This design comes from an exercise in tuning for small area, a short achievable clock period and few clock cycles per item on the open sky130 flow, not from production work.
At most, simulation tests tie the RTL to the original design; equivalence was not proved.
The RTL of run 4 was laid out without a check of its function.
Power and IR drop assume default switching activity.

--- design/flow/design.v ---
module cc_crc8_chunk (
  input  wire [7:0]  ci,
  input  wire [63:0] w,
  output wire [7:0]  co
);
  wire [63:0] x = {w[63:8], w[7:0] ^ ci};
  assign co[0] = x[0] ^ x[2] ^ x[4] ^ x[5] ^ x[8] ^ x[10] ^ x[12] ^ x[13] ^ x[15] ^ x[18] ^ x[26] ^ x[27] ^ x[29] ^ x[30] ^ x[31] ^ x[32] ^ x[33] ^ x[36] ^ x[39] ^ x[40] ^ x[41] ^ x[50] ^ x[53] ^ x[55] ^ x[56] ^ x[60] ^ x[61] ^ x[62];
  assign co[1] = x[0] ^ x[1] ^ x[3] ^ x[5] ^ x[6] ^ x[9] ^ x[11] ^ x[13] ^ x[14] ^ x[16] ^ x[19] ^ x[24] ^ x[27] ^ x[28] ^ x[30] ^ x[31] ^ x[33] ^ x[34] ^ x[37] ^ x[40] ^ x[41] ^ x[42] ^ x[51] ^ x[54] ^ x[57] ^ x[61] ^ x[62] ^ x[63];
  assign co[2] = x[0] ^ x[1] ^ x[5] ^ x[6] ^ x[7] ^ x[8] ^ x[13] ^ x[14] ^ x[16] ^ x[17] ^ x[18] ^ x[20] ^ x[25] ^ x[26] ^ x[27] ^ x[28] ^ x[30] ^ x[32] ^ x[33] ^ x[34] ^ x[35] ^ x[36] ^ x[38] ^ x[39] ^ x[40] ^ x[42] ^ x[43] ^ x[48] ^ x[50] ^ x[52] ^ x[53] ^ x[56] ^ x[58] ^ x[60] ^ x[61] ^ x[63];
  assign co[3] = x[0] ^ x[1] ^ x[4] ^ x[5] ^ x[6] ^ x[7] ^ x[8] ^ x[9] ^ x[10] ^ x[12] ^ x[13] ^ x[14] ^ x[17] ^ x[19] ^ x[21] ^ x[24] ^ x[28] ^ x[30] ^ x[32] ^ x[34] ^ x[35] ^ x[37] ^ x[40] ^ x[43] ^ x[44] ^ x[48] ^ x[49] ^ x[50] ^ x[51] ^ x[54] ^ x[55] ^ x[56] ^ x[57] ^ x[59] ^ x[60];
  assign co[4] = x[0] ^ x[1] ^ x[4] ^ x[6] ^ x[7] ^ x[8] ^ x[9] ^ x[11] ^ x[12] ^ x[14] ^ x[20] ^ x[22] ^ x[25] ^ x[26] ^ x[27] ^ x[30] ^ x[32] ^ x[35] ^ x[38] ^ x[39] ^ x[44] ^ x[45] ^ x[49] ^ x[51] ^ x[52] ^ x[53] ^ x[56] ^ x[57] ^ x[58] ^ x[62];
  assign co[5] = x[1] ^ x[2] ^ x[5] ^ x[7] ^ x[9] ^ x[10] ^ x[12] ^ x[13] ^ x[15] ^ x[21] ^ x[23] ^ x[24] ^ x[26] ^ x[27] ^ x[28] ^ x[31] ^ x[33] ^ x[36] ^ x[39] ^ x[45] ^ x[46] ^ x[50] ^ x[52] ^ x[53] ^ x[54] ^ x[57] ^ x[58] ^ x[59] ^ x[63];
  assign co[6] = x[0] ^ x[2] ^ x[3] ^ x[6] ^ x[8] ^ x[10] ^ x[11] ^ x[13] ^ x[14] ^ x[16] ^ x[22] ^ x[24] ^ x[25] ^ x[27] ^ x[28] ^ x[29] ^ x[34] ^ x[37] ^ x[46] ^ x[47] ^ x[48] ^ x[51] ^ x[53] ^ x[54] ^ x[55] ^ x[58] ^ x[59] ^ x[60];
  assign co[7] = x[1] ^ x[3] ^ x[4] ^ x[7] ^ x[9] ^ x[11] ^ x[12] ^ x[14] ^ x[15] ^ x[17] ^ x[23] ^ x[25] ^ x[26] ^ x[28] ^ x[29] ^ x[30] ^ x[32] ^ x[35] ^ x[38] ^ x[40] ^ x[47] ^ x[49] ^ x[52] ^ x[54] ^ x[55] ^ x[59] ^ x[60] ^ x[61];
endmodule
module cc_crc8_pre (
  input  wire [2:0] m,
  output reg  [7:0] v
);
  always @(*) begin
    case (m)
      3'd0: v = 8'hFF;
      3'd1: v = 8'h7E;
      3'd2: v = 8'h73;
      3'd3: v = 8'hAA;
      3'd4: v = 8'h54;
      3'd5: v = 8'hA9;
      3'd6: v = 8'hCC;
      3'd7: v = 8'h93;
    endcase
  end
endmodule
module cc_xcrc (
  input  wire [1:0]  t,
  input  wire [3:0]  seq,
  input  wire [63:0] w,
  output reg  [7:0]  r
);
  wire [7:0] l0;
  assign l0[0] = w[17] ^ w[18] ^ w[19] ^ w[21] ^ w[22] ^ w[26] ^ w[28] ^ w[29] ^ w[30] ^ w[32] ^ w[33] ^ w[35] ^ w[36] ^ w[37] ^ w[38] ^ w[40] ^ w[41] ^ w[43] ^ w[46] ^ w[47] ^ w[53] ^ w[54] ^ w[55] ^ w[56] ^ w[57] ^ w[58] ^ w[59] ^ w[60] ^ w[63];
  assign l0[1] = w[17] ^ w[20] ^ w[21] ^ w[23] ^ w[26] ^ w[27] ^ w[28] ^ w[31] ^ w[34] ^ w[35] ^ w[39] ^ w[42] ^ w[43] ^ w[44] ^ w[46] ^ w[48] ^ w[53] ^ w[61] ^ w[63];
  assign l0[2] = w[16] ^ w[17] ^ w[19] ^ w[24] ^ w[26] ^ w[27] ^ w[30] ^ w[32] ^ w[33] ^ w[37] ^ w[38] ^ w[40] ^ w[41] ^ w[44] ^ w[45] ^ w[46] ^ w[48] ^ w[49] ^ w[53] ^ w[55] ^ w[57] ^ w[58] ^ w[59] ^ w[60] ^ w[62] ^ w[63];
  assign l0[3] = w[19] ^ w[20] ^ w[21] ^ w[22] ^ w[25] ^ w[26] ^ w[27] ^ w[29] ^ w[30] ^ w[31] ^ w[32] ^ w[34] ^ w[35] ^ w[36] ^ w[37] ^ w[39] ^ w[42] ^ w[43] ^ w[45] ^ w[48] ^ w[49] ^ w[50] ^ w[53] ^ w[55] ^ w[56] ^ w[57] ^ w[61];
  assign l0[4] = w[16] ^ w[20] ^ w[21] ^ w[22] ^ w[23] ^ w[24] ^ w[26] ^ w[27] ^ w[28] ^ w[30] ^ w[31] ^ w[33] ^ w[35] ^ w[36] ^ w[37] ^ w[38] ^ w[40] ^ w[43] ^ w[44] ^ w[46] ^ w[49] ^ w[50] ^ w[51] ^ w[54] ^ w[57] ^ w[58] ^ w[62];
  assign l0[5] = w[16] ^ w[18] ^ w[19] ^ w[23] ^ w[25] ^ w[26] ^ w[27] ^ w[30] ^ w[31] ^ w[32] ^ w[33] ^ w[34] ^ w[35] ^ w[39] ^ w[40] ^ w[43] ^ w[44] ^ w[45] ^ w[46] ^ w[50] ^ w[51] ^ w[52] ^ w[53] ^ w[54] ^ w[56] ^ w[57] ^ w[60];
  assign l0[6] = w[16] ^ w[17] ^ w[19] ^ w[20] ^ w[24] ^ w[26] ^ w[27] ^ w[28] ^ w[31] ^ w[33] ^ w[34] ^ w[35] ^ w[36] ^ w[41] ^ w[44] ^ w[45] ^ w[46] ^ w[47] ^ w[51] ^ w[52] ^ w[53] ^ w[54] ^ w[55] ^ w[56] ^ w[57] ^ w[58] ^ w[61];
  assign l0[7] = w[16] ^ w[17] ^ w[18] ^ w[20] ^ w[21] ^ w[25] ^ w[27] ^ w[28] ^ w[29] ^ w[32] ^ w[34] ^ w[35] ^ w[36] ^ w[37] ^ w[40] ^ w[42] ^ w[45] ^ w[46] ^ w[47] ^ w[52] ^ w[53] ^ w[54] ^ w[55] ^ w[56] ^ w[57] ^ w[58] ^ w[59] ^ w[62];
  wire [7:0] l1;
  assign l1[0] = w[13] ^ w[14] ^ w[15] ^ w[16] ^ w[17] ^ w[18] ^ w[19] ^ w[20] ^ w[23] ^ w[24] ^ w[25] ^ w[27] ^ w[30] ^ w[31];
  assign l1[1] = w[8] ^ w[13] ^ w[21] ^ w[23] ^ w[26] ^ w[27] ^ w[28] ^ w[30];
  assign l1[2] = w[8] ^ w[9] ^ w[13] ^ w[15] ^ w[17] ^ w[18] ^ w[19] ^ w[20] ^ w[22] ^ w[23] ^ w[24] ^ w[25] ^ w[28] ^ w[29] ^ w[30];
  assign l1[3] = w[8] ^ w[9] ^ w[10] ^ w[13] ^ w[15] ^ w[16] ^ w[17] ^ w[21] ^ w[26] ^ w[27] ^ w[29];
  assign l1[4] = w[9] ^ w[10] ^ w[11] ^ w[14] ^ w[17] ^ w[18] ^ w[22] ^ w[24] ^ w[27] ^ w[28] ^ w[30];
  assign l1[5] = w[10] ^ w[11] ^ w[12] ^ w[13] ^ w[14] ^ w[16] ^ w[17] ^ w[20] ^ w[24] ^ w[27] ^ w[28] ^ w[29] ^ w[30];
  assign l1[6] = w[11] ^ w[12] ^ w[13] ^ w[14] ^ w[15] ^ w[16] ^ w[17] ^ w[18] ^ w[21] ^ w[25] ^ w[28] ^ w[29] ^ w[30] ^ w[31];
  assign l1[7] = w[12] ^ w[13] ^ w[14] ^ w[15] ^ w[16] ^ w[17] ^ w[18] ^ w[19] ^ w[22] ^ w[24] ^ w[26] ^ w[29] ^ w[30] ^ w[31];
  wire [7:0] l2;
  assign l2[0] = 1'b0;
  assign l2[1] = 1'b0;
  assign l2[2] = 1'b0;
  assign l2[3] = 1'b0;
  assign l2[4] = 1'b0;
  assign l2[5] = 1'b0;
  assign l2[6] = 1'b0;
  assign l2[7] = 1'b0;
  reg [7:0] k;
  always @(*) begin
    case ({t, seq})
      6'd0: k = 8'hD0;
      6'd1: k = 8'h9F;
      6'd2: k = 8'hF1;
      6'd3: k = 8'hF3;
      6'd4: k = 8'h8E;
      6'd5: k = 8'h3D;
      6'd6: k = 8'h31;
      6'd7: k = 8'hAD;
      6'd8: k = 8'hD7;
      6'd9: k = 8'h64;
      6'd10: k = 8'hD5;
      6'd11: k = 8'h42;
      6'd12: k = 8'hE2;
      6'd13: k = 8'hDD;
      6'd14: k = 8'hF8;
      6'd15: k = 8'hBF;
      6'd16: k = 8'h39;
      6'd17: k = 8'h94;
      6'd18: k = 8'h4C;
      6'd19: k = 8'hE1;
      6'd20: k = 8'hD3;
      6'd21: k = 8'h7E;
      6'd22: k = 8'hA6;
      6'd23: k = 8'h0B;
      6'd24: k = 8'hC2;
      6'd25: k = 8'h6F;
      6'd26: k = 8'hB7;
      6'd27: k = 8'h1A;
      6'd28: k = 8'h28;
      6'd29: k = 8'h85;
      6'd30: k = 8'h5D;
      6'd31: k = 8'hF0;
      6'd32: k = 8'h0D;
      6'd33: k = 8'h26;
      6'd34: k = 8'h19;
      6'd35: k = 8'h7F;
      6'd36: k = 8'hEC;
      6'd37: k = 8'h3B;
      6'd38: k = 8'h66;
      6'd39: k = 8'h9E;
      6'd40: k = 8'hDE;
      6'd41: k = 8'h09;
      6'd42: k = 8'hE9;
      6'd43: k = 8'h1A;
      6'd44: k = 8'h54;
      6'd45: k = 8'h0F;
      6'd46: k = 8'h7B;
      6'd47: k = 8'h58;
      default: k = 8'h00;
    endcase
    case (t)
      2'd0: r = k ^ l0;
      2'd1: r = k ^ l1;
      default: r = k ^ l2;
    endcase
  end
endmodule
module cc_andor16 (
  input  wire [1023:0] d,
  input  wire [15:0]   s,
  output wire [63:0]   y
);
  reg [63:0] t;
  integer k;
  always @(*) begin
    t = 64'd0;
    for (k = 0; k < 16; k = k + 1) t = t | ({64{s[k]}} & d[64*k +: 64]);
  end
  assign y = t;
endmodule
module carcluster_crc (
  input  wire        clk,
  input  wire        rst,         
  input  wire        cmd_valid,
  output wire        cmd_ready,
  input  wire [63:0] cmd,
  output wire [7:0]  res,
  output wire [3:0]  seq,
  output wire        tabv,
  output wire [7:0]  fault,
  output wire [63:0] fcmd
);
  localparam [7:0] OP_BUILD  = 8'h01, OP_CRC8 = 8'h02, OP_XCRC = 8'h03,
                   OP_SEQADV = 8'h04, OP_PACK = 8'h05, OP_XSUM = 8'h06,
                   OP_CNXT   = 8'h07, OP_WRB  = 8'h08, OP_RDB  = 8'h09,
                   OP_STRES  = 8'h0A;
  localparam [2:0] F_ILLEGAL = 3'd1, F_BADOP = 3'd2, F_BADFT = 3'd3,
                   F_NOTAB   = 3'd4, F_RANGE = 3'd5;
  reg [2047:0] mem;           
  wire [2047:0] mem_nx;       
  reg        busy;            
  reg [63:0] cw;              
  reg [2:0]  pf;              
  reg        g_rdb, g_imm, g_seq, g_build, g_wr;   
  reg        f_pack, f_stres;
  reg [7:0]  w_lo;            
  reg [5:0]  w_rot;           
  reg [6:0]  w_end;           
  reg [7:0]  imm_val;         
  reg [2:0]  col_q;           
  reg [7:0]  res_r;
  reg [3:0]  seq_r;
  reg        tabv_r;
  reg [2:0]  fault_r;
  reg [63:0] erow_q, orow_q;  
  reg        par_q;           
  reg        b_ok;            
  reg [15:0] es_b, os_b;      
  reg        rb0;             
  reg [4:0]  cnt;             
  reg        first;           
  reg [2:0]  mlead;           
  reg [7:0]  acc;             
  reg [1:0]  kind;            
  wire [7:0]  rdb_val;
  assign res   = g_rdb ? rdb_val : g_imm ? imm_val : res_r;
  assign seq   = seq_r + {3'd0, g_seq};
  assign tabv  = tabv_r | g_build;
  wire [2:0] fault3 = fault_r | pf;
  wire halted = (fault3 != 3'd0);
  assign fault = {5'd0, fault3};
  assign fcmd  = halted ? cw : 64'd0;
  assign cmd_ready = ~busy;
  wire [7:0]  i_op  = cmd[63:56];
  wire [7:0]  i_a   = cmd[55:48];
  wire [7:0]  i_b   = cmd[47:40];
  wire [7:0]  i_c   = cmd[39:32];
  wire [31:0] i_imm = cmd[31:0];
  wire take = cmd_valid & ~busy & ~halted;
  reg legal;
  always @(*) begin
    case (i_op)
      OP_BUILD, OP_SEQADV:       legal = (cmd[55:0] == 56'd0);
      OP_CRC8:                   legal = (i_imm == 32'd0);
      OP_XCRC, OP_XSUM, OP_CNXT: legal = (i_c == 8'd0) && (i_imm == 32'd0);
      OP_PACK:                   legal = 1'b1;
      OP_WRB:                    legal = (i_b == 8'd0) && (i_imm == 32'd0);
      OP_RDB, OP_STRES:          legal = (i_b == 8'd0) && (i_c == 8'd0) && (i_imm == 32'd0);
      default:                   legal = 1'b0;
    endcase
  end
  wire [8:0] i_pk_last = {1'b0, i_b} + {1'b0, i_c} - 9'd1;            
  wire [8:0] i_pk_hi   = {1'b0, i_a} + {3'd0, i_pk_last[8:3]};
  wire [8:0] i_sum_ab  = {1'b0, i_a} + {1'b0, i_b};
  wire       i_xrange  = (i_b[1:0] == 2'd0) ? (i_a > 8'd248) :
                         (i_b[1:0] == 2'd1) ? (i_a > 8'd252) : 1'b0;
  reg [2:0] fcode_i;
  always @(*) begin
    fcode_i = 3'd0;
    if (!legal)
      fcode_i = F_ILLEGAL;
    else if (i_op == OP_PACK && (i_c == 8'd0 || i_c > 8'd32))
      fcode_i = F_BADOP;
    else if (i_op == OP_XCRC && i_b >= 8'd3)
      fcode_i = F_BADFT;
    else if (i_op == OP_CRC8 && !tabv)
      fcode_i = F_NOTAB;
    else if ((i_op == OP_CRC8 || i_op == OP_XSUM) && i_sum_ab > 9'd256)
      fcode_i = F_RANGE;
    else if (i_op == OP_XCRC && i_xrange)
      fcode_i = F_RANGE;
    else if (i_op == OP_PACK && i_pk_hi[8])
      fcode_i = F_RANGE;
  end
  wire i_ok = (fcode_i == 3'd0);
  wire       i_bz    = (i_b == 8'd0);
  wire       i_xcrc  = (i_op == OP_XCRC);
  wire       i_multi = i_xcrc || ((i_op == OP_CRC8 || i_op == OP_XSUM) && !i_bz);
  wire [8:0] cn_next = {1'b0, i_a} + 9'd1;
  wire [8:0] cn_mod  = i_bz ? 9'd256 : {1'b0, i_b};
  wire [7:0] cn_res  = (cn_next >= cn_mod) ? 8'd0 : cn_next[7:0];
  wire       i_pack  = (i_op == OP_PACK);
  wire [7:0] i_ws    = i_pack ? i_b : 8'd0;
  wire [5:0] i_ww    = i_pack ? i_c[5:0] : 6'd8;
  wire [7:0] i_wlo   = i_a + {3'd0, i_ws[7:3]};
  wire [5:0] i_wrot  = {i_wlo[2:0], i_ws[2:0]};
  wire [2:0] i_m     = (i_op == OP_CRC8 || i_op == OP_XSUM) ? 3'd0 - i_b[2:0] : 3'd0;
  wire [3:0] i_wst   = i_a[3:0] - {1'b0, i_m};     
  wire       i_brw   = i_wst[3] ^ i_a[3];          
  wire [7:0]  c_a = cw[55:48];
  wire [7:0]  c_b = cw[47:40];
  wire [7:0]  c_c = cw[39:32];
  wire [31:0] wval = f_pack ? cw[31:0] : {24'd0, f_stres ? res_r : c_c};
  wire [7:0]  wlo  = w_lo;
  wire [4:0]  wr0  = wlo[7:3];
  wire [4:0]  wr1  = wr0 + 5'd1;
  wire [5:0]  wrot = w_rot;
  wire [6:0]  wend = w_end;
  wire [63:0] wrot32 = {2{(wval << wrot[4:0]) | (wval >> (6'd32 - {1'b0, wrot[4:0]}))}};
  reg [63:0] wmask;
  integer j;
  always @(*) begin
    for (j = 0; j < 64; j = j + 1)
      wmask[j] = wend[6] ? ((j >= wrot) || (j < wend[5:0]))
                         : ((j >= wrot) && (j < wend[5:0]));
  end
  reg [39:0] colrow;
  reg [63:0] we_even, we_odd;
  integer c;
  always @(*) begin
    for (c = 0; c < 8; c = c + 1) begin
      colrow[5*c +: 5] = (c >= wlo[2:0]) ? wr0 : wr1;
      we_even[8*c +: 8] = (g_wr & ~colrow[5*c]) ? wmask[8*c +: 8] : 8'd0;
      we_odd[8*c +: 8]  = (g_wr &  colrow[5*c]) ? wmask[8*c +: 8] : 8'd0;
    end
  end
  wire [15:0] we_es = 16'd1 << wr1[4:1];
  wire [15:0] we_os = 16'd1 << wr0[4:1];
  genvar gr, gb;
  generate
    for (gr = 0; gr < 32; gr = gr + 1) begin : g_row
      wire rh = (gr % 2 == 0) ? we_es[gr / 2] : we_os[gr / 2];
      wire [63:0] we = (gr % 2 == 0) ? we_even : we_odd;
      wire [63:0] w1 = we & wrot32;      
      wire [63:0] w0 = we & ~wrot32;     
      for (gb = 0; gb < 64; gb = gb + 1) begin : g_bit
        assign mem_nx[64*gr + gb] = (rh & w1[gb]) | (mem[64*gr + gb] & ~(rh & w0[gb]));
        always @(posedge clk)
          mem[64*gr + gb] <= mem_nx[64*gr + gb];
      end
    end
  endgenerate
  wire [4:0]  i_r  = i_a[7:3];
  wire [15:0] i_d  = 16'd1 << i_r[4:1];
  wire [15:0] i_dr = {i_d[14:0], i_d[15]};
  wire [15:0] i_es = i_r[0] ? i_dr : i_d;
  wire [15:0] es   = busy ? es_b : i_es;
  wire [15:0] os   = busy ? os_b : i_d;
  wire        par  = busy ? rb0 : i_wst[3];
  reg [1023:0] ebank, obank;
  integer k;
  always @(*) begin
    for (k = 0; k < 16; k = k + 1) begin
      ebank[64*k +: 64] = mem_nx[128*k +: 64];
      obank[64*k +: 64] = mem_nx[128*k + 64 +: 64];
    end
  end
  wire [63:0] erow, orow;
  cc_andor16 u_ebank (.d(ebank), .s(es), .y(erow));
  cc_andor16 u_obank (.d(obank), .s(os), .y(orow));
  wire [127:0] pair = par_q ? {erow_q, orow_q} : {orow_q, erow_q};
  wire [63:0]  win  = pair[{col_q, 3'b000} +: 64];
  assign rdb_val = win[7:0];
  reg  [63:0]  winm;
  always @(*) begin
    for (k = 0; k < 8; k = k + 1)
      winm[8*k +: 8] = (first && k < mlead) ? 8'd0 : win[8*k +: 8];
  end
  wire [7:0] pre;
  cc_crc8_pre u_pre (.m(mlead), .v(pre));
  wire [7:0] crc_out;
  cc_crc8_chunk u_crc (.ci(first ? pre : acc), .w(winm), .co(crc_out));
  wire [7:0] xs_out = (first ? 8'd0 : acc) ^ winm[7:0] ^ winm[15:8] ^ winm[23:16] ^
                      winm[31:24] ^ winm[39:32] ^ winm[47:40] ^ winm[55:48] ^ winm[63:56];
  wire [7:0] xc_out;
  cc_xcrc u_xcrc (.t(cw[41:40]), .seq(seq_r), .w(win), .r(xc_out));
  wire [7:0] busy_res = (kind == 2'd0) ? (crc_out ^ c_c) :
                        (kind == 2'd1) ? xs_out : xc_out;
  wire       busy_end = (cnt == 5'd0) | ~b_ok;
  always @(posedge clk) begin
    erow_q  <= erow;
    orow_q  <= orow;
    par_q   <= par;
    f_pack  <= i_pack;
    w_lo    <= i_wlo;
    w_rot   <= i_wrot;
    w_end   <= {1'b0, i_wrot} + {1'b0, i_ww};
    f_stres <= (i_op == OP_STRES);
    imm_val <= (i_op == OP_CNXT) ? cn_res : (i_op == OP_CRC8) ? ~i_c : 8'd0;
    if (take)
      cw <= cmd;
    if (rst) begin
      busy    <= 1'b0;
      pf      <= 3'd0;
      g_rdb   <= 1'b0;
      g_imm   <= 1'b0;
      g_seq   <= 1'b0;
      g_build <= 1'b0;
      g_wr    <= 1'b0;
      res_r   <= 8'd0;
      seq_r   <= 4'd0;
      tabv_r  <= 1'b0;
      fault_r <= 3'd0;
    end else begin
      seq_r   <= seq;
      tabv_r  <= tabv;
      fault_r <= fault3;
      res_r   <= (busy & busy_end & b_ok) ? busy_res : res;
      pf      <= take ? fcode_i : 3'd0;
      g_rdb   <= take & i_ok & (i_op == OP_RDB);
      g_imm   <= take & i_ok & ((i_op == OP_CNXT) ||
                                ((i_op == OP_CRC8 || i_op == OP_XSUM) && i_bz));
      g_seq   <= take & i_ok & (i_op == OP_SEQADV);
      g_build <= take & i_ok & (i_op == OP_BUILD);
      g_wr    <= take & i_ok & ((i_op == OP_WRB) || (i_op == OP_STRES) || (i_op == OP_PACK));
      if (take & i_multi)
        busy <= 1'b1;
      else if (busy_end)
        busy <= 1'b0;
    end
    if (!busy) begin
      b_ok   <= i_ok;
      col_q  <= i_wst[2:0];
      es_b   <= i_brw ? i_es : i_dr;
      os_b   <= (i_brw | ~i_r[0]) ? i_d : i_dr;
      rb0    <= i_brw ? i_r[0] : ~i_r[0];
      cnt    <= i_xcrc ? 5'd0 : (i_b - 8'd1) >> 3;
      first  <= 1'b1;
      mlead  <= i_m;
      kind   <= (i_op == OP_CRC8) ? 2'd0 : (i_op == OP_XSUM) ? 2'd1 : 2'd2;
    end else begin
      first <= 1'b0;
      acc   <= (kind == 2'd0) ? crc_out : xs_out;
      cnt   <= cnt - 5'd1;
      rb0   <= ~rb0;
      if (rb0) os_b <= {os_b[14:0], os_b[15]};
      else     es_b <= {es_b[14:0], es_b[15]};
    end
  end
endmodule
--- design/flow/run.sh ---
#!/bin/bash
# synth_recipe.tcl (not shown) runs the flow's synth.tcl, then flattens the netlist and writes it again
# the make line also repeats each setting of config.mk as NAME=value (left out here)
make -C /OpenROAD-flow-scripts/flow DESIGN_CONFIG=/design/flow/config.mk WORK_HOME=/design/flow/orfs CLKGATE_MAP_FILE= SYNTH_SCRIPT=/design/flow/synth_recipe.tcl finish
--- design/flow/config.mk ---
export PLATFORM = sky130hd
export DESIGN_NAME = carcluster_crc
export DESIGN_NICKNAME = carcluster_crc
export VERILOG_FILES = /design/flow/design.v
export SDC_FILE = /design/flow/constraint.sdc
export NUM_CORES = 4
export LEC_CHECK = 0
export ABC_CLOCK_PERIOD_IN_PS = 4000
export CAP_MARGIN = 20
export CORE_MARGIN = 2
export CORE_UTILIZATION = 50
export SETUP_SLACK_MARGIN = 5
export SLEW_MARGIN = 20
export SYNTH_HIERARCHICAL = 1
--- design/flow/constraint.sdc ---
create_clock -name core_clock -period 12.0 [get_ports {clk}]
set_input_delay 2.4000 -clock core_clock [delete_from_list [all_inputs] [get_ports {clk}]]
set_output_delay 2.4000 -clock core_clock [all_outputs]
set_load 0.01 [all_outputs]
==> impl.org, run 1 <==
** Cells and area
- Final std cell area, no fill :: 0.1198 mm2
- Most frequent cells in the layout :: dfxtp_1, a21oi_1, a31oi_1
- Leaving out fill and tap cells, the most frequent cell in the layout is dfxtp_1.
- Final-layout fill cell count :: 19632
- Synthesis-to-finish area growth :: 9.393%
- Count of non-filler cells in the finished layout :: 14567
- For this run, the post-layout net count is 11644.
- The post-route netlist has 10.24% of its cells at a drive strength greater than 1.

** Clock network
- Hold buffers post-CTS :: 0
- Post-CTS repair timing setup buffer count :: 0
- For the worst-skew pair, the clock arrives at the later sink with an insertion delay of 0.91 ns.
- TritonCTS built the clock tree.
- Clock transition at path regs :: 0.06 ns
- Maximum root-to-sink buffer count :: 3
- Maximum level of the CTS H-tree :: 4
- Number of CTS-inserted buffers :: 236
- Buffer cell driving the clock tree root :: clkbuf_16
- Clock sink total :: 2350

** Power and ir drop
- Reg power frac :: 46.0%
- Worst supply voltage drop on vdd :: 0.1677 mV
- Combinational logic is responsible for 8.9% of the overall power.
- Net Sw Power :: 4.377 mW
- Pwr dens :: 143.9 mW/mm2
- Switching share of power :: 25.39%
- Per report_power, the clock group accounts for 45.1% of the total.
- Cell leakage power :: 43.04 nW
- Pint :: 12.86 mW

** Synth
- In the synthesized netlist the dominant register cell turns out to be dfxtp_1.
- Sequential cells were found to cover 43.99% of the synthesized design area.
- Post-Synthesis Cells :: 12200
- Unique cell type count in the Yosys netlist :: 102
- Yosys printed 10 warnings.
- The average instance in the mapped netlist occupies 8.976 um2.
- Counting flops with a built-in enable in the synthesized netlist gives 113.
- Syn Std Cell Area :: 0.1095 mm2
- Synthesis inferred 2350 register bits.
- In the synthesized netlist the async set-or-reset flop fraction comes to 0%.

** Drt
- For this run, design rule violations remaining after detail routing come to 0.
- Total iterations of the first detailed-routing run :: 8
- Wire length per cell :: 29.27 um
- Number of vias per cell :: 6.687
- The first routing iteration left 12472 violations.
- Detailed-route wire length :: 426.4 mm
- ANT nets after route :: 0
- For this block, the via count after detailed routing is 97403.

** Status
- Run status :: finished clean

** Timing
- Headroom to the max-slew limit came out at 18.20%.
- Peak clock frequency supported by timing :: 0.1477 GHz
- Number of failing setup endpoints in the final timing report :: 0
- Count of pins over their slew limit :: 0
- Fraction of the cycle the final worst path needs :: 56.43%
- The count of final hold-check violations came to 0.
- Least-Margin Pin Slew :: 1.222 ns
- Crit path time final :: 6.772 ns
- For the final database, setup skew stands at 0.08725 ns.
- In the final timing run, aggregate negative setup slack is 0 ns.
- Setup repair after global routing left no endpoint under its margin.

** Placed design
- After detailed placement, the design holds a cell count of 14113.
- During placement, the flow inserted port buffers numbering 147.
- In this run the cell area measured after placement is 0.1113 mm2.
- DPL Wire Length :: 268.7 mm
- Routability-driven placement finished with a final weighted congestion of 1.016.

** Floorplan
- In this run the horizontal extent of the chip is 472.0 um.
- CORE AREA :: 0.2174 mm2
- Starting utilization of the core area :: 50.38%
- Measured along the y axis, the die boundary spans 472.0 um.
- Full die area :: 0.2228 mm2
- Pin placement for this block handled 153 I/O pins.
- Site Rows :: 171

** GRT
- The initial antenna violation count is 14.
- Global routing used 36.57% of the available tracks.
- Total global routing overflow :: 0
- The first global-routing pass estimated 608.4 mm of wire.
- Entering global routing, the biggest net connects 131 pins.
- Via count of the first global-routing pass :: 88558

** Setup path
- Setup Crit Path Kind :: register to primary output
- Top fanout value on the critical path :: 56
- STA puts the critical path data required time at 9.60 ns.
- Startpoint type of the worst setup path :: register
- STA puts the critical path data arrival time at 4.37 ns.
- Worst Setup End Kind :: primary output

** Job
- Across the run, the number of max-cap violations was 0.

** Min path
- The worst hold path belongs to the class register to register.
-- cells by family after synthesis --
group | count (synthesis) | share of synthesized area (%)
AO/OA/AOI/OAI | 5146 | 29.59
XOR/XNOR | 387 | 3.789
adder cells (fa/ha/maj) | 121 | 1.312
buffers and inverters | 1478 | 6.288
flip-flops | 2350 | 43.99
multiplexers | 465 | 5.997
other | 1 | 0.003424
AND/OR/NAND/NOR | 2252 | 9.030
-- Yosys stat by module, one instance, submodules excluded --
module	area, um2	times used	cells	flip-flops and latches
cc_xcrc	2452	1	267	0
cc_crc8_chunk	1340	1	126	0
cc_crc8_pre	155.1	1	18	0
cc_andor16	5717	2	688	0
carcluster_crc	94130	1	10413	2350
-- cell type report --
type                       instances  area [um2]  share of cell area [%]
antenna                            9       22.52                 0.01880
clock buffer                     367        7295                   6.089
clock inverter                    76        1007                  0.8408
inverter                         115       431.7                  0.3603
multi-input combinational       8376       55610                   46.42
sequential                      2350       48190                   40.23
tap                             2854        3571                   2.981
timing repair buffer             420        3665                   3.059
-- state kept, by name, indices dropped and copies added (netlist names), 4 cells and up --
signal	flops
orow_q	64
w_rot	5
imm_val	8
cw	64
erow_q	64
acc	8
res_r	8
cnt	5
w_end	7
w_lo	6
mem	2048
os_b	16
seq_r	4
es_b	16
-- metrics by stage --
stage / hold slack (ns) / setup slack (ns) / util [%] / power (mW)
2_1_floorplan: 0.4350 / 6.519 / - / 9.050
3_3_place_gp: 0.4555 / 5.081 / 51.15 / 9.580
3_5_place_dp: 0.4611 / 5.155 / 51.21 / 9.586
4_1_cts: 0.4754 / 5.004 / 55.03 / 17.25
5_1_grt: 0.4819 / 5.117 / 55.10 / 17.66
6_report: 0.4746 / 5.228 / 55.11 / 17.24
-- timing repair --
item                                   CTS  global route
cloned                                   0             1
pin swaps                                0             0
gates resized for setup                  2             0
setup endpoints to repair                2             4
endpoints found under the hold margin    0             0
-- routing by layer --
| metal | share of wire, % | vias up | global-route usage, % |
|---|---|---|---|
| met5 | 0.018 | - | 0 |
| met4 | 5.1 | 10 | 16.55 |
| met3 | 9.8 | 1072 | 7.503 |
| met2 | 44 | 4953 | 57.24 |
| met1 | 41 | 47059 | 48.62 |
| li1 | - | 44309 | - |
-- cell usage after synthesis (all sizes together), types with 147 or more instances --
master / instances / area, um2
a21oi: 2088 / 10480
dfxtp: 2237 / 44780
a22o: 515 / 4511
buf: 373 / 2706
a221oi: 520 / 4632
o21ai: 300 / 1505
nand2: 265 / 994.7
clkbuf: 990 / 3747
a31oi: 1423 / 8902
mux2: 147 / 1670
nor2: 1385 / 5211
xnor2: 265 / 2370
mux2i: 184 / 1842
-- power groups by stage --
stage	logic (mW)	clock network, mW	registers (mW)
6_report	1.54	7.77	7.92
5_1_grt	1.59	8.14	7.92
4_1_cts	1.49	7.83	7.92
3_5_place_dp	1.49	0	8.10
3_3_place_gp	1.48	0	8.10
2_1_floorplan	0.974	0	8.08
-- final timing paths --
path / slack (ns) / startpoint / end / cells past startpoint
worst max-delay path: 5.23 / par_q / res[5] / 8
worst min-delay path: 0.47 / mem[808] / mem[808] / 1
worst max register to register: 6.20 / w_rot[2] / orow_q[26] / 14
worst min register to register: 0.47 / mem[808] / mem[808] / 1
-- critical path, cell delays in order, from the launching register on --
cell	delay [ns]
dfxtp_4	0.80
buf_16	0.39
mux4_2	0.55
mux2_4	0.31
nand2_1	0.07
o21ai_0	0.33
nand2_1	0.17
o21ai_0	0.19
clkdlybuf4s50_1	0.57
Testbench counts, summed over its fixed seeds: cycles 13,640, commands 12,744.
==> run 2, diff against run 1 <==
==> design/flow/flow/run.sh (new file) <==
#!/bin/bash
set -euo pipefail
MARGIN=7.5
bash standard.sh SETUP_SLACK_MARGIN=$MARGIN finish > standard.log 2>&1
==> design/flow/standard.sh (new file) <==
#!/bin/bash
# synth_recipe.tcl (not shown) runs the flow's synth.tcl, then flattens the netlist and writes it again
# the make line also repeats each setting of config.mk as NAME=value (left out here)
make -C /OpenROAD-flow-scripts/flow DESIGN_CONFIG=/design/flow/config.mk WORK_HOME=/design/flow/orfs CLKGATE_MAP_FILE= SYNTH_SCRIPT=/design/flow/synth_recipe.tcl "${@:-finish}"
removed: design/flow/run.sh
==> impl.org, run 2 <==
** Cells and area
- Final std cell area, no fill :: 0.1252 mm2
- Final net count :: 11894
- The area growth from synthesis to layout is 14.35%.
- The register with the most flip-flops in the layout has 2048 of them.
- Core Util, Final :: 57.61%
- The post-route netlist has 15.45% of its cells at a drive strength greater than 1.
- The top cell types in the final layout, fill and taps aside, are dfxtp_1, a21oi_1, a31oi_1.
- mem holds more flip-flops than any other register.
- Most frequent standard cell in the layout excluding fill and tap cells :: dfxtp_1

** Power and ir drop
- The worst-case IR drop observed on VDD is 0.1476 mV.
- Switching share of power :: 25.81%
- Pint :: 13.17 mW
- In this run, the combinational gates consume 10.4% of the power.
- Post-layout total power :: 17.75 mW
- The clock network is responsible for 45.0% of the overall power.
- Summed over all nets, the switching power comes to 4.581 mW.
- In this run the power density over the cells is 141.7 mW/mm2.
- Cell leakage power :: 45.70 nW
- Reg power frac :: 44.6%

** Timing
- Setup TNS :: 0 ns
- Number of failing setup endpoints in the final timing report :: 0
- Crit path time final :: 5.405 ns
- Count of pins over their slew limit :: 0
- Peak clock frequency supported by timing :: 0.1850 GHz
- Least-Margin Pin Slew :: 1.077 ns
- Hold Fails Final Rpt :: 0
- Setup repair after global routing missed its margin :: true
- Fraction of the cycle the final worst path needs :: 45.04%
- Clock skew on the completed layout was measured at 0.05027 ns.
- Headroom to the max-slew limit came out at 28.18%.

** Synth
- Register bit total from synthesis :: 2350
- Average cell area after synthesis :: 8.976 um2
- In this run, synthesis inferred 113 flip-flops with an integrated enable.
- Library cell occupying the most area in the post-synthesis netlist :: dfxtp_1
- After synthesis, the share of flip-flops with an asynchronous set or reset is 0%.
- The synthesized netlist contains 102 unique library cells.
- The commonest cells after synthesis are dfxtp_1, a21oi_1, a31oi_1, nor2_1, clkbuf_1.
- The share of synthesized area in the top cell type comes to 40.90%.
- Most frequent cell after synthesis :: dfxtp_1
- Leading register cell type out of synthesis :: dfxtp_1
- Sequential fraction of the synthesis area :: 43.99%
- The cell count after synthesis came out at 12200.
- By area the synthesized netlist is led by dfxtp_1, a21oi_1, a31oi_1.
- Number of warnings printed during yosys synthesis :: 10
- Syn Std Cell Area :: 0.1095 mm2

** Drt
- Total iterations of the first detailed-routing run :: 7
- ANT nets after route :: 0
- The routed design has 444.8 mm of wire.
- In this run, the number of DRC markers left after iteration 0 of detailed routing was 12748.
- After detailed routing, the number of remaining DRC violations is 0.
- Number of vias per cell :: 6.771
- After detailed routing, the average wire length per cell comes to 30.02 um.
- Vias :: 100305

** Clock network
- TritonCTS built the clock tree.
- Clock transition at path regs :: 0.06 ns
- Number of CTS-inserted buffers :: 238
- The longest clock path from root to sink contains 3 buffers.
- Clk Latency, worst-skew pair :: 0.91 ns
- After clock tree synthesis, the flow added hold-fix buffers numbering 0.
- Buffer cell driving the clock tree root :: clkbuf_16
- The clock drives 2350 sinks.
- Maximum level of the CTS H-tree :: 4

** Placed design
- The count of buffers added on input and output ports is 147.
- Instance area after placement :: 0.1115 mm2
- Routability-driven placement finished with a final weighted congestion of 1.037.
- The HPWL after detailed placement is 264.6 mm.

** Setup path
- Highest cell delay on the worst timing path :: 0.59 ns
- The worst setup path is of the register to primary output kind.
- Crit-path slowest cell :: mux4_2
- Data on the critical path arrives at its endpoint at 3.01 ns.
- For the worst setup path, the data required time is 9.60 ns.
- The worst setup path is captured at a primary output.
- Of all nets on the critical path, the largest fanout is 8.
- Walking the worst path, the cells encountered are buf_12 -> buf_16 -> buf_6 -> mux4_2 -> mux2i_4 -> o21ai_4 -> nand2_1 -> o21ai_2 -> buf_2.
- STA classifies the critical path startpoint as a register.

** Floorplan
- Full die area :: 0.2228 mm2
- In this run the count of I/O pins placed on the die edge is 153.
- Chip Width :: 472.0 um
- Starting utilization of the core area :: 50.38%
- CORE AREA :: 0.2174 mm2
- Die height :: 472.0 um
- After floorplanning, the core was divided into 171 placement rows.

** GRT
- The initial antenna violation count was 17.
- Total Routing Usage GR :: 37.37%
- Entering global routing, the biggest net connects 111 pins.
- After global routing the overflow that remains totals 0.
- The first global-routing pass estimated 623.0 mm of wire.
- The via count of the first global-routing pass is 91292.

** Job
- Across the run, the number of max-cap violations was 0.

** Min path
- Worst min-delay path category :: register to register

** Status
- The flow ran to the end and the layout has no timing, DRC or antenna violations.
==> run 2: cell counts after synthesis <==
No cell type changed its count.
==> run 2: power groups by stage <==
stage	logic (mW)	clock network [mW]	registers, mW
3_5_place_dp	1.50	0	8.10
6_report	1.85	7.98	7.92
5_1_grt	1.89	8.35	7.91
4_1_cts	1.68	8.04	7.91
2_1_floorplan	0.981	0	8.08
3_3_place_gp	1.49	0	8.10
==> run 2: worst max-delay path: cells and delay by family (launching register included) <==
kind / cells / cell delay [ns]
AO/OA/AOI/OAI: 2 / 0.21
buffers and inverters: 4 / 0.58
flip-flops: 1 / 0.40
multiplexers: 2 / 0.82
AND/OR/NAND/NOR: 1 / 0.11
==> run 2: stage by stage <==
stage	instances	setup slack (ns)	hold WS (ns)
3_5_place_dp	14125	5.432	0.4628
5_1_grt	14812	6.564	0.4887
4_1_cts	14740	6.596	0.4758
6_report	14815	6.595	0.4746
2_1_floorplan	12204	6.737	0.4350
3_3_place_gp	14124	5.280	0.4550
==> run 2: cell type report <==
cell class / instances / area, um2
Antenna cell: 3 / 7.507
Clock buffer: 360 / 7196
Clock inverter: 89 / 1306
Fill cell: 19194 / 92160
Inverter: 115 / 496.7
Multi-Input combinational cell: 8389 / 57220
Sequential cell: 2350 / 48240
Tap cell: 2854 / 3571
Timing Repair Buffer: 654 / 7182
Timing Repair inverter: 1 / 7.507
==> run 2: path summary, 6_finish.rpt <==
check | startpoint | end | slack (ns) | depth (start not counted)
setup / recovery | par_q | res[4] | 6.59 | 9
hold / removal | mem[936] | mem[936] | 0.47 | 1
setup reg to reg | col_q[0] | res_r[7] | 7.34 | 17
hold reg to reg | mem[936] | mem[936] | 0.47 | 1
==> run 2: layer usage <==
metal / share of wire (%) / global-route usage [%]
met3: 11 / 8.962
met1: 39 / 48.25
met2: 44 / 58.36
met4: 6.1 / 18.72
met5: 0.019 / 0
==> run 2: repair_timing <==
item                                    CTS  global route
buffers inserted                        139            61
endpoints found under the hold margin     0             0
pin swaps                                88            43
resized for setup                       788           351
cloned                                   27            11
setup endpoints to repair              2263           248
==> run 2: cell families after synthesis <==
logic type / count (synthesis) / synth area share (%)
AOI/OAI and AO/OA: 5146 / 29.59
other: 1 / 0.003424
and+or+nand+nor: 2252 / 9.030
muxes: 465 / 5.997
adders and majority gates: 121 / 1.312
buffers and inverters: 1478 / 6.288
DFF: 2350 / 43.99
xor gates and xnor gates: 387 / 3.789
==> run 2: Yosys stat by module (local to each module, per instance) <==
module,flip-flops and latches,times used
cc_crc8_chunk,0,1
cc_andor16,0,2
cc_xcrc,0,1
carcluster_crc,2350,1
cc_crc8_pre,0,1
==> run 3, diff against run 2 <==
--- a/design/flow/config.mk
+++ b/design/flow/config.mk
@@ -9,6 +9,9 @@
 export CAP_MARGIN = 20
 export CORE_MARGIN = 2
 export CORE_UTILIZATION = 50
+export CTS_CLUSTER_DIAMETER = 80
+export CTS_CLUSTER_SIZE = 24
 export SETUP_SLACK_MARGIN = 5
 export SLEW_MARGIN = 20
 export SYNTH_HIERARCHICAL = 1
+export TNS_END_PERCENT = 10
==> impl.org, run 3 <==
** Placed design
- Gpl congestion :: 1.009
- DPL Wire Length :: 265.7 mm
- Dpl cells :: 14114
- Buffers added on ports :: 147

** Synth
- dfxtp_1 is the most common cell in the netlist.
- Yosys printed 10 warnings.
- Counting distinct cell types in the post-synthesis netlist gives 102.
- The synthesized design devotes to its leading area cell type 40.90% of total area.
- Average cell area after synthesis :: 8.976 um2
- Largest cells by area after synthesis :: dfxtp_1, a21oi_1, a31oi_1
- In the synthesized netlist, the number of instances is 12200.
- EDFF count, synth :: 113
- The mapped netlist covers 0.1095 mm2.
- Leading register cell type out of synthesis :: dfxtp_1
- Of all cell types, the one taking the most synthesized area is dfxtp_1.
- Of the synthesized area, sequential elements account for 43.99%.
- Register bit total from synthesis :: 2350
- Async set-or-reset flop fraction in the synthesized netlist :: 0%
- Ranked by instance count, the synthesized netlist is headed by dfxtp_1, a21oi_1, a31oi_1, nor2_1, clkbuf_1.

** Floorplan
- From bottom edge to top edge, the die measures 472.0 um.
- The floorplan step defined a core boundary enclosing 0.2174 mm2.
- Full die area :: 0.2228 mm2
- Top Ports :: 153
- Chip Width :: 472.0 um
- Starting utilization of the core area :: 50.38%
- Site Rows :: 171

** Timing
- The final number of max-transition violations was 0.
- The final critical path takes up 44.65% of the cycle.
- The count of final hold-check violations came to 0.
- At the pin with the least slew margin, the transition time is 1.113 ns.
- Setup violations remaining at the end of the flow were counted as 0.
- For the finished layout, the period the worst path requires is 5.358 ns.
- Peak clock frequency supported by timing :: 0.1867 GHz
- Between clock sinks in the finished design, the worst skew comes to 0.05554 ns.
- Relative max-transition margin :: 25.77%
- In the final timing run, aggregate negative setup slack is 0 ns.
- Setup repair after global routing missed its margin :: true
- Hold is met by 0.4733 ns.

** Clock network
- Buffer cell driving the clock tree root :: clkbuf_16
- Buffers inserted to repair hold after CTS numbered 0.
- The clock drives 2350 sinks.
- CTS tree :: built
- Clk Latency, worst-skew pair :: 0.86 ns
- Maximum root-to-sink buffer count :: 3
- In this run the number of H-tree levels came out at 4.
- Clock transition at path regs :: 0.07 ns
- Number of CTS-inserted buffers :: 133

** Setup path
- In this run the critical register-to-register path is launched from f_stres.
- Worst Setup End Kind :: primary output
- Required time at the endpoint of the critical path :: 9.60 ns
- The endpoint identified for the worst register-to-register timing path is orow_q[62].
- Cell count of the worst reg-to-reg path :: 13
- The worst setup path is launched from a register.
- Slack of the worst reg-to-reg path :: 7.16 ns
- In this run the worst path has a maximum fanout of 4.
- The critical path in this run is classified as register to primary output.
- STA puts the critical path data arrival time at 2.96 ns.

** Min path
- Worst min-delay path category :: register to register
- In this run the most critical hold path is launched from cnt[0].
- The worst hold path terminates at cnt[0].
- Along the worst hold path, the cell count comes to 1.

** GRT
- Global routing used 8.265% of the available met3 tracks.
- The initial antenna violation count came to 16.
- The via count of the first global-routing pass was 89862.
- Global-route met1 utilization :: 50.06%
- Entering global routing, the biggest net connects 77 pins.
- The first global-routing pass estimated 626.1 mm of wire.
- Summed over all layers, the global routing overflow is 0.
- Global-route track usage on met2 :: 58.26%
- Total Routing Usage GR :: 37.86%
- The global routing stage identified its most utilized layer as met2.

** Cells and area
- Max FFs per register :: 2048
- After filler insertion, the fill cell instance count of the layout stands at 19671.
- The library cell used most frequently in the layout, excluding fill and tap cells, is dfxtp_1.
- Multi-input gate area :: 0.05681 mm2
- In the final design database the tool counted 11726 nets.
- Cells with a size suffix above 1 make up 12.91% of the layout.
- FF/Latch Area :: 0.04823 mm2
- For this run, the number of standard cells in the final layout without fillers is 14511.
- More flip-flops sit in one register than any other, and that register is mem.
- Synthesis-to-finish area growth :: 9.186%
- Most frequent cells in the layout :: dfxtp_1, a21oi_1, a31oi_1

** Job
- Max-capacitance violation count :: 0

** Drt
- Number of vias per cell :: 6.804
- After the first detailed-routing iteration, the DRC count stood at 12875.
- Wire length per cell :: 30.41 um
- In the routed design, unresolved DRC markers number 0.
- The detail route stage leaves a number of antenna-violating nets equal to 0.
- Summing over every cut layer, the via total after detailed routing is 98726.
- After detailed routing, the total wire length is 441.3 mm.
- The first detailed-routing pass ran for 8 iterations.

** Power and ir drop
- IR analysis of the VDD net gives a maximum drop of 0.1771 mV.
- For this design the ratio of total power to cell area is 123.7 mW/mm2.
- Cell leakage power :: 43.02 nW

** Status
- Run status :: finished clean
[run 3: cell counts after synthesis]
Identical to the previous run, type by type.
[run 3: worst max path at each step]
stage / depth (start not counted) / from / slack [ns] / to
after detailed placement: 19 / cmd[41] / 5.38 / g_imm
after floorplan: 18 / cmd[34] / 6.74 / b_ok
after CTS: 8 / col_q[1] / 6.61 / res[7]
after global placement: 18 / cmd[42] / 5.44 / g_seq
final: 8 / col_q[1] / 6.64 / res[7]
after global routing: 8 / col_q[1] / 6.59 / res[7]
[run 3: per-module statistics from Yosys, one instance, submodules excluded]
| module | cells inside | times used | cell area, um2 | flops+latches |
|---|---|---|---|---|
| cc_andor16 | 688 | 2 | 5717 | 0 |
| cc_xcrc | 267 | 1 | 2452 | 0 |
| cc_crc8_chunk | 126 | 1 | 1340 | 0 |
| cc_crc8_pre | 18 | 1 | 155.1 | 0 |
| carcluster_crc | 10413 | 1 | 94130 | 2350 |
[run 3: layer usage]
| layer | part of all wire [%] | up-vias |
|---|---|---|
| met2 | 44 | 5478 |
| met4 | 5.8 | 16 |
| li1 | - | 44356 |
| met5 | 0.025 | - |
| met3 | 10 | 1174 |
| met1 | 40 | 47702 |
[run 3: logic make-up (layout without fill, tap and decap cells)]
| kind of cell | Yosys count | count (layout) | share of synthesized area (%) |
|---|---|---|---|
| xor+xnor | 387 | 387 | 3.789 |
| simple gates | 2252 | 2259 | 9.030 |
| buf+inv | 1478 | 911 | 6.288 |
| compound gates | 5146 | 5149 | 29.59 |
| mux | 465 | 465 | 5.997 |
| fa+ha+maj | 121 | 121 | 1.312 |
| flops | 2350 | 2350 | 43.99 |
| other cells | 1 | 15 | 0.003424 |
[run 3: metrics by stage]
stage	utilization (%)	power, mW	cell area [um2]	worst slack [ns]
6_report	55.00	14.79	119600	6.642
3_3_place_gp	51.20	9.595	111300	5.441
4_1_cts	54.82	14.78	119200	6.609
5_1_grt	54.99	15.15	119500	6.590
3_5_place_dp	51.22	9.600	111300	5.377
2_1_floorplan	-	9.055	109600	6.737
[run 3: critical path, stage by stage, from the launching register on]
cell,delay [ns]
edfxtp_1,0.40
clkbuf_16,0.18
buf_6,0.11
mux4_2,0.48
mux2_4,0.29
mux2_4,0.34
nand2_2,0.09
o21ai_2,0.08
buf_2,0.18
[run 3: timing repair]
| item | 4_1_cts | 5_1_grt |
|---|---|---|
| setup endpoints to repair | 2321 | 255 |
| buffers inserted | 142 | 9 |
| pin swaps | 73 | 16 |
| endpoints found under the hold margin | 0 | 0 |
| cloned | 31 | 2 |
| resized for setup | 850 | 83 |
[run 3: layout make-up]
cell class / count / share of cell area [%]
timing repair buffer: 594 / 5.272
clock inverter: 55 / 0.6048
inverter: 115 / 0.3924
tap: 2854 / 2.987
clock buffer: 146 / 2.866
multi-input combinational: 8386 / 47.51
sequential: 2350 / 40.34
antenna: 10 / 0.02093
timing repair inverter: 1 / 0.006279
[run 3: power by group]
group / switching (mW) / total, mW / internal (mW)
sequential: 0.0277 / 7.91 / 7.88
clock: 2.89 / 5.09 / 2.20
combinational: 1.19 / 1.79 / 0.604
total: 4.11 / 14.8 / 10.7
==> run 4, diff against run 3 <==
--- a/design/flow/design.v
+++ b/design/flow/design.v
@@ -155,15 +155,11 @@
   localparam [2:0] F_ILLEGAL = 3'd1, F_BADOP = 3'd2, F_BADFT = 3'd3,
                    F_NOTAB   = 3'd4, F_RANGE = 3'd5;
   reg [2047:0] mem;           
-  wire [2047:0] mem_nx;       
   reg        busy;            
   reg [63:0] cw;              
   reg [2:0]  pf;              
   reg        g_rdb, g_imm, g_seq, g_build, g_wr;   
   reg        f_pack, f_stres;
-  reg [7:0]  w_lo;            
-  reg [5:0]  w_rot;           
-  reg [6:0]  w_end;           
   reg [7:0]  imm_val;         
   reg [2:0]  col_q;           
   reg [7:0]  res_r;
@@ -237,23 +233,20 @@
   wire [8:0] cn_next = {1'b0, i_a} + 9'd1;
   wire [8:0] cn_mod  = i_bz ? 9'd256 : {1'b0, i_b};
   wire [7:0] cn_res  = (cn_next >= cn_mod) ? 8'd0 : cn_next[7:0];
-  wire       i_pack  = (i_op == OP_PACK);
-  wire [7:0] i_ws    = i_pack ? i_b : 8'd0;
-  wire [5:0] i_ww    = i_pack ? i_c[5:0] : 6'd8;
-  wire [7:0] i_wlo   = i_a + {3'd0, i_ws[7:3]};
-  wire [5:0] i_wrot  = {i_wlo[2:0], i_ws[2:0]};
   wire [2:0] i_m     = (i_op == OP_CRC8 || i_op == OP_XSUM) ? 3'd0 - i_b[2:0] : 3'd0;
-  wire [3:0] i_wst   = i_a[3:0] - {1'b0, i_m};     
-  wire       i_brw   = i_wst[3] ^ i_a[3];          
+  wire [3:0] i_ws    = i_a[3:0] - {1'b0, i_m};     
+  wire       i_brw   = i_ws[3] ^ i_a[3];           
   wire [7:0]  c_a = cw[55:48];
   wire [7:0]  c_b = cw[47:40];
   wire [7:0]  c_c = cw[39:32];
   wire [31:0] wval = f_pack ? cw[31:0] : {24'd0, f_stres ? res_r : c_c};
-  wire [7:0]  wlo  = w_lo;
+  wire [7:0]  ws   = f_pack ? c_b : 8'd0;
+  wire [5:0]  ww   = f_pack ? c_c[5:0] : 6'd8;
+  wire [7:0]  wlo  = c_a + {3'd0, ws[7:3]};
   wire [4:0]  wr0  = wlo[7:3];
   wire [4:0]  wr1  = wr0 + 5'd1;
-  wire [5:0]  wrot = w_rot;
-  wire [6:0]  wend = w_end;
+  wire [5:0]  wrot = {wlo[2:0], ws[2:0]};          
+  wire [6:0]  wend = {1'b0, wrot} + {1'b0, ww};
   wire [63:0] wrot32 = {2{(wval << wrot[4:0]) | (wval >> (6'd32 - {1'b0, wrot[4:0]}))}};
   reg [63:0] wmask;
   integer j;
@@ -279,12 +272,9 @@
     for (gr = 0; gr < 32; gr = gr + 1) begin : g_row
       wire rh = (gr % 2 == 0) ? we_es[gr / 2] : we_os[gr / 2];
       wire [63:0] we = (gr % 2 == 0) ? we_even : we_odd;
-      wire [63:0] w1 = we & wrot32;      
-      wire [63:0] w0 = we & ~wrot32;     
       for (gb = 0; gb < 64; gb = gb + 1) begin : g_bit
-        assign mem_nx[64*gr + gb] = (rh & w1[gb]) | (mem[64*gr + gb] & ~(rh & w0[gb]));
         always @(posedge clk)
-          mem[64*gr + gb] <= mem_nx[64*gr + gb];
+          if (rh & we[gb]) mem[64*gr + gb] <= wrot32[gb];
       end
     end
   endgenerate
@@ -294,18 +284,22 @@
   wire [15:0] i_es = i_r[0] ? i_dr : i_d;
   wire [15:0] es   = busy ? es_b : i_es;
   wire [15:0] os   = busy ? os_b : i_d;
-  wire        par  = busy ? rb0 : i_wst[3];
+  wire        par  = busy ? rb0 : i_ws[3];
   reg [1023:0] ebank, obank;
   integer k;
   always @(*) begin
     for (k = 0; k < 16; k = k + 1) begin
-      ebank[64*k +: 64] = mem_nx[128*k +: 64];
-      obank[64*k +: 64] = mem_nx[128*k + 64 +: 64];
+      ebank[64*k +: 64] = mem[128*k +: 64];
+      obank[64*k +: 64] = mem[128*k + 64 +: 64];
     end
   end
   wire [63:0] erow, orow;
   cc_andor16 u_ebank (.d(ebank), .s(es), .y(erow));
   cc_andor16 u_obank (.d(obank), .s(os), .y(orow));
+  wire        e_hit = |(es & we_es);
+  wire        o_hit = |(os & we_os);
+  wire [63:0] erow_d = (e_hit ? we_even : 64'd0) & wrot32 | ~(e_hit ? we_even : 64'd0) & erow;
+  wire [63:0] orow_d = (o_hit ? we_odd  : 64'd0) & wrot32 | ~(o_hit ? we_odd  : 64'd0) & orow;
   wire [127:0] pair = par_q ? {erow_q, orow_q} : {orow_q, erow_q};
   wire [63:0]  win  = pair[{col_q, 3'b000} +: 64];
   assign rdb_val = win[7:0];
@@ -326,13 +320,10 @@
                         (kind == 2'd1) ? xs_out : xc_out;
   wire       busy_end = (cnt == 5'd0) | ~b_ok;
   always @(posedge clk) begin
-    erow_q  <= erow;
-    orow_q  <= orow;
+    erow_q  <= erow_d;
+    orow_q  <= orow_d;
     par_q   <= par;
-    f_pack  <= i_pack;
-    w_lo    <= i_wlo;
-    w_rot   <= i_wrot;
-    w_end   <= {1'b0, i_wrot} + {1'b0, i_ww};
+    f_pack  <= (i_op == OP_PACK);
     f_stres <= (i_op == OP_STRES);
     imm_val <= (i_op == OP_CNXT) ? cn_res : (i_op == OP_CRC8) ? ~i_c : 8'd0;
     if (take)
@@ -368,7 +359,7 @@
     end
     if (!busy) begin
       b_ok   <= i_ok;
-      col_q  <= i_wst[2:0];
+      col_q  <= i_ws[2:0];
       es_b   <= i_brw ? i_es : i_dr;
       os_b   <= (i_brw | ~i_r[0]) ? i_d : i_dr;
       rb0    <= i_brw ? i_r[0] : ~i_r[0];
==> design/flow/run.sh (new file) <==
#!/bin/bash
# synth_recipe.tcl (not shown) runs the flow's synth.tcl, then flattens the netlist and writes it again
# the make line also repeats each setting of config.mk as NAME=value (left out here)
make -C /OpenROAD-flow-scripts/flow DESIGN_CONFIG=/design/flow/config.mk WORK_HOME=/design/flow/orfs CLKGATE_MAP_FILE= SYNTH_SCRIPT=/design/flow/synth_recipe.tcl finish
--- a/design/flow/config.mk
+++ b/design/flow/config.mk
@@ -9,9 +9,6 @@
 export CAP_MARGIN = 20
 export CORE_MARGIN = 2
 export CORE_UTILIZATION = 50
-export CTS_CLUSTER_DIAMETER = 80
-export CTS_CLUSTER_SIZE = 24
 export SETUP_SLACK_MARGIN = 5
 export SLEW_MARGIN = 20
 export SYNTH_HIERARCHICAL = 1
-export TNS_END_PERCENT = 10
removed: design/flow/flow/run.sh
removed: design/flow/standard.sh
==> impl.org, run 4 <==
** Setup path
- Top fanout value on the critical path :: 52
- Among all stages on the critical path, the largest delay is contributed by clkdlybuf4s50_1.
- Signal arrival time at the worst endpoint :: 4.46 ns
- Highest cell delay on the worst timing path :: 0.71 ns
- Startpoint type of the worst setup path :: register
- Kind of cell with the highest combined delay on the critical path :: buffers and inverters
- Counting both buffers and inverters, the worst setup path holds a total of 3.
- Required time at the endpoint of the critical path :: 9.60 ns
- Cell count of the worst reg-to-reg path :: 15
- The most numerous cell type found on the critical path is buf_8.
- Worst Setup End Kind :: primary output
- Walking the worst path, the cells encountered are buf_8 -> buf_8 -> mux2i_1 -> mux4_2 -> mux2i_4 -> nand2_1 -> o21ai_0 -> clkdlybuf4s50_1.
- Number of gates on the worst path with buffers counted :: 8
- The setup path with the least slack is of type register to primary output.

** Clock network
- The clock net in this run drives a total of 2332 sinks.
- Clk Latency, worst-skew pair :: 0.95 ns
- Buffer cell driving the clock tree root :: clkbuf_16
- Counting the buffers created by CTS gives 234.
- Maximum level of the CTS H-tree :: 4
- After clock tree synthesis, the clock-pin slew on the worst setup and hold paths is 0.07 ns.
- TritonCTS built the clock tree.
- In this run the deepest clock path goes through 3 buffers.

** Synth
- Measured against the total synthesized area, the mux share comes to 6.033%.
- Leading register cell type out of synthesis :: edfxtp_1
- Yosys top cell area share :: 57.46%
- The number of different library cells used by synthesis comes to 100.
- Most frequent cell after synthesis :: nor2_1
- Summing every instance area after synthesis gives 0.1129 mm2.
- After Yosys synthesis, XOR and XNOR cells account for 3.685% of the synthesized area.
- The synthesized design spends more area on one cell type than any other, namely edfxtp_1.
- The synthesized netlist devotes 11.90% of its cell area to compound gates.
- Area share of fa/ha/maj cells after synthesis :: 1.250%
- After synthesis, the largest family of logic cells by area is simple AND/OR/NAND/NOR gates.
- After Yosys synthesis, and, or, nand and nor cells account for 12.66% of the synthesized area.
- The Yosys step of the flow raised 10 warnings.
- A synthesized cell averages 12.01 um2.
- After synthesis the netlist holds a flip-flop and latch count of 2332.
- Sequential fraction of the synthesis area :: 60.49%
- Ranked by total cell area, the synthesized netlist is headed by edfxtp_1, nor2_1, a221oi_1.
- In the synthesized netlist, the cells that appear most often are nor2_1, edfxtp_1, clkbuf_1, a221oi_1, a22o_1.
- EDFF count, synth :: 2161
- Synthesis produced a netlist whose cell count is 9401.
- In the synthesized netlist the async set-or-reset flop fraction comes to 0%.

** Floorplan
- Chip Width :: 479.3 um
- The total area inside the core boundary comes to 0.2247 mm2.
- For this design the top-level I/O count stands at 153.
- Die height :: 479.3 um
- Full die area :: 0.2297 mm2
- Starting utilization of the core area :: 50.27%
- Site Rows :: 174

** Timing
- Setup violations remaining at the end of the flow were counted as 0.
- Peak clock frequency supported by timing :: 0.1458 GHz
- At the pin with the least slew margin, the transition time is 1.248 ns.
- The count of final hold-check violations came to 0.
- Counting I/O delays and the setup requirement, the final critical path takes 6.861 ns.
- Setup repair after global routing missed its margin :: false
- Headroom to the max-slew limit came out at 16.49%.
- Dividing the final minimum period by the clock period gives 57.17%.
- Count of pins over their slew limit :: 0
- Across all hold checks on the routed design, the worst slack comes to 0.5441 ns.
- The clock arrives with 0.1025 ns of skew.
- Setup TNS :: 0 ns
- In the post-route analysis, the smallest setup slack over all paths is 5.139 ns.

** Placed design
- DPL Wire Length :: 257.7 mm
- Buffers placed on the I/O ports in this run total 147.
- Routability-driven placement finished with a final weighted congestion of 1.012.
- Setup slack after placement :: 4.457 ns
- Dpl cells :: 11927

** Power and ir drop
- Combinational logic burns 23.2% of the power.
- The clock network is responsible for 34.7% of the overall power.
- Of the total power, registers draw 42.2%.
- Of the total power, the share spent switching nets is 29.67%.
- Power spread over the standard cell area amounts to 176.2 mW/mm2.
- Cell leakage power :: 39.83 nW
- Net Sw Power :: 6.523 mW
- The worst-case IR drop observed on VDD is 0.2320 mV.
- Pint :: 15.46 mW

** Drt
- First DRT Iteration DRCs :: 11195
- Number of vias per cell :: 6.594
- After detailed routing, the total wire length is 407.1 mm.
- The count of nets left with antenna violations once routing finished came out at 0.
- After detailed routing, the average wire length per cell comes to 32.88 um.
- DRC :: 0
- The routed layout has 81638 vias.
- Total iterations of the first detailed-routing run :: 7

** Cells and area
- After the flow finishes, the layout carries non-filler instances totaling 12381.
- For this run, the post-layout net count is 9319.
- From synthesis to final layout, the design area changed by 10.45%.
- Leaving out fill and tap cells, the most frequent cell in the layout is nor2_1.
- In the final layout, the share of cells above drive strength 1 is 10.55%.
- Most frequent cells in the layout :: nor2_1, edfxtp_1, a221oi_1
- The register with the most flip-flops in the layout has 2048 of them.
- Core Util, Final :: 55.52%
- Largest reg by FF count :: mem

** GRT
- Entering global routing, the biggest net connects 134 pins.
- The via count of the first global-routing pass was 78009.
- The total overflow left after global routing is 0.
- Wire length of the first global-routing pass :: 572.0 mm
- Global routing consumed, over all layers together, 34.76% of the routing resources.
- Initial antenna violation count :: 14

** Job
- Across the run, the number of max-cap violations was 0.

** Min path
- The worst hold path was traced through 2 stages.
- Worst min-delay path category :: register to register

** Status
- Run status :: finished clean
==> run 4: cell type report <==
cell class	count	area, um2
Multi-Input combinational cell	6143	41180
Sequential cell	2332	68320
Inverter	111	419.2
Clock buffer	312	6410
Antenna cell	6	15.01
Timing Repair Buffer	350	3042
Fill cell	19184	99940
Tap cell	2992	3744
Clock inverter	135	1602
==> run 4: metrics by stage <==
stage / area [um2] / power [mW]
CTS: 124700 / 21.90
global placement: 116600 / 14.36
finish: 124700 / 21.98
floorplan: 112900 / 12.65
detailed placement: 116600 / 14.35
global route: 124700 / 22.53
==> run 4: metal layers <==
metal | wire (um) | global-route usage (%) | share of wire [%]
met1 | 166200 | 49.56 | 41
met2 | 182000 | 52.87 | 45
met3 | 40230 | 6.058 | 9.9
met4 | 18570 | 14.24 | 4.6
met5 | 51 | 0 | 0.013
==> run 4: cells by family after synthesis <==
kind of cell | Yosys count
mux | 499
compound gates | 1716
flops | 2332
xor+xnor | 405
simple gates | 3399
fa+ha+maj | 118
buf+inv | 931
other cells | 1
==> run 4: tightest hold or removal path, cell delays in order (launching register included) <==
cell and delay [ns]:
dfxtp_1 0.30, nor2_1 0.10, nor2_1 0.10
==> run 4: per-module statistics from Yosys, one instance, submodules excluded <==
| module | cell area (um2) | cells |
|---|---|---|
| cc_xcrc | 2452 | 267 |
| cc_andor16 | 5717 | 688 |
| carcluster_crc | 97550 | 7614 |
| cc_crc8_pre | 155.1 | 18 |
| cc_crc8_chunk | 1340 | 126 |
==> run 4: path summary, 6_finish.rpt <==
check	startpoint	slack, ns	to
max reg2reg	f_pack	5.33	erow_q[61]
min reg2reg	fault_r[0]	0.54	fault_r[0]
max	col_q[0]	5.14	res[1]
min	fault_r[0]	0.54	fault_r[0]
==> run 4: power by group through the flow <==
stage / registers [mW] / clock network (mW) / logic (mW)
after floorplan: 9.30 / 0 / 3.35
after global placement: 9.44 / 0 / 4.92
after detailed placement: 9.43 / 0 / 4.91
after CTS: 9.26 / 7.68 / 4.96
after global routing: 9.26 / 7.98 / 5.29
final: 9.27 / 7.62 / 5.10
==> run 4: repair_timing <==
item	CTS	global route
hold buffers	0	0
gates resized for setup	11	7
gates cloned	0	1
endpoints found under the setup margin	5	55
setup buffers	0	0
pin swaps	0	1

[re-timing with driven ports]
No port has a modelled driver above. Below, the same layouts with a new extraction and two added sets of constraints.
Step 1: set_driving_cell puts a clkbuf_16 on clk and a buf_2 on each other input, an assumption about the parent block.
Step 2 also shifts input and output timing later by t, the mid clock arrival at the registers, as if the neighbouring blocks saw the same clock.
Slacks: no drivers / after step 1 / after step 2; pairs: no drivers / after step 1.
run | shift t [ns] | setup WS [ns] | cell pins on the clock port's net
run 1 | 0.958 | 5.228 / 5.137 / 5.077 | 1
run 2 | 0.986 | 6.595 / 6.495 / 6.350 | 1
run 3 | 0.931 | 6.642 / 6.547 / 6.313 | 1
run 4 | 0.991 | 5.139 / 5.045 / 4.436 | 1
After both steps every run listed still meets setup and hold. The setup slack of run 4, which loses most, moves by -0.094 ns with the drivers and by -0.703 ns with both steps.
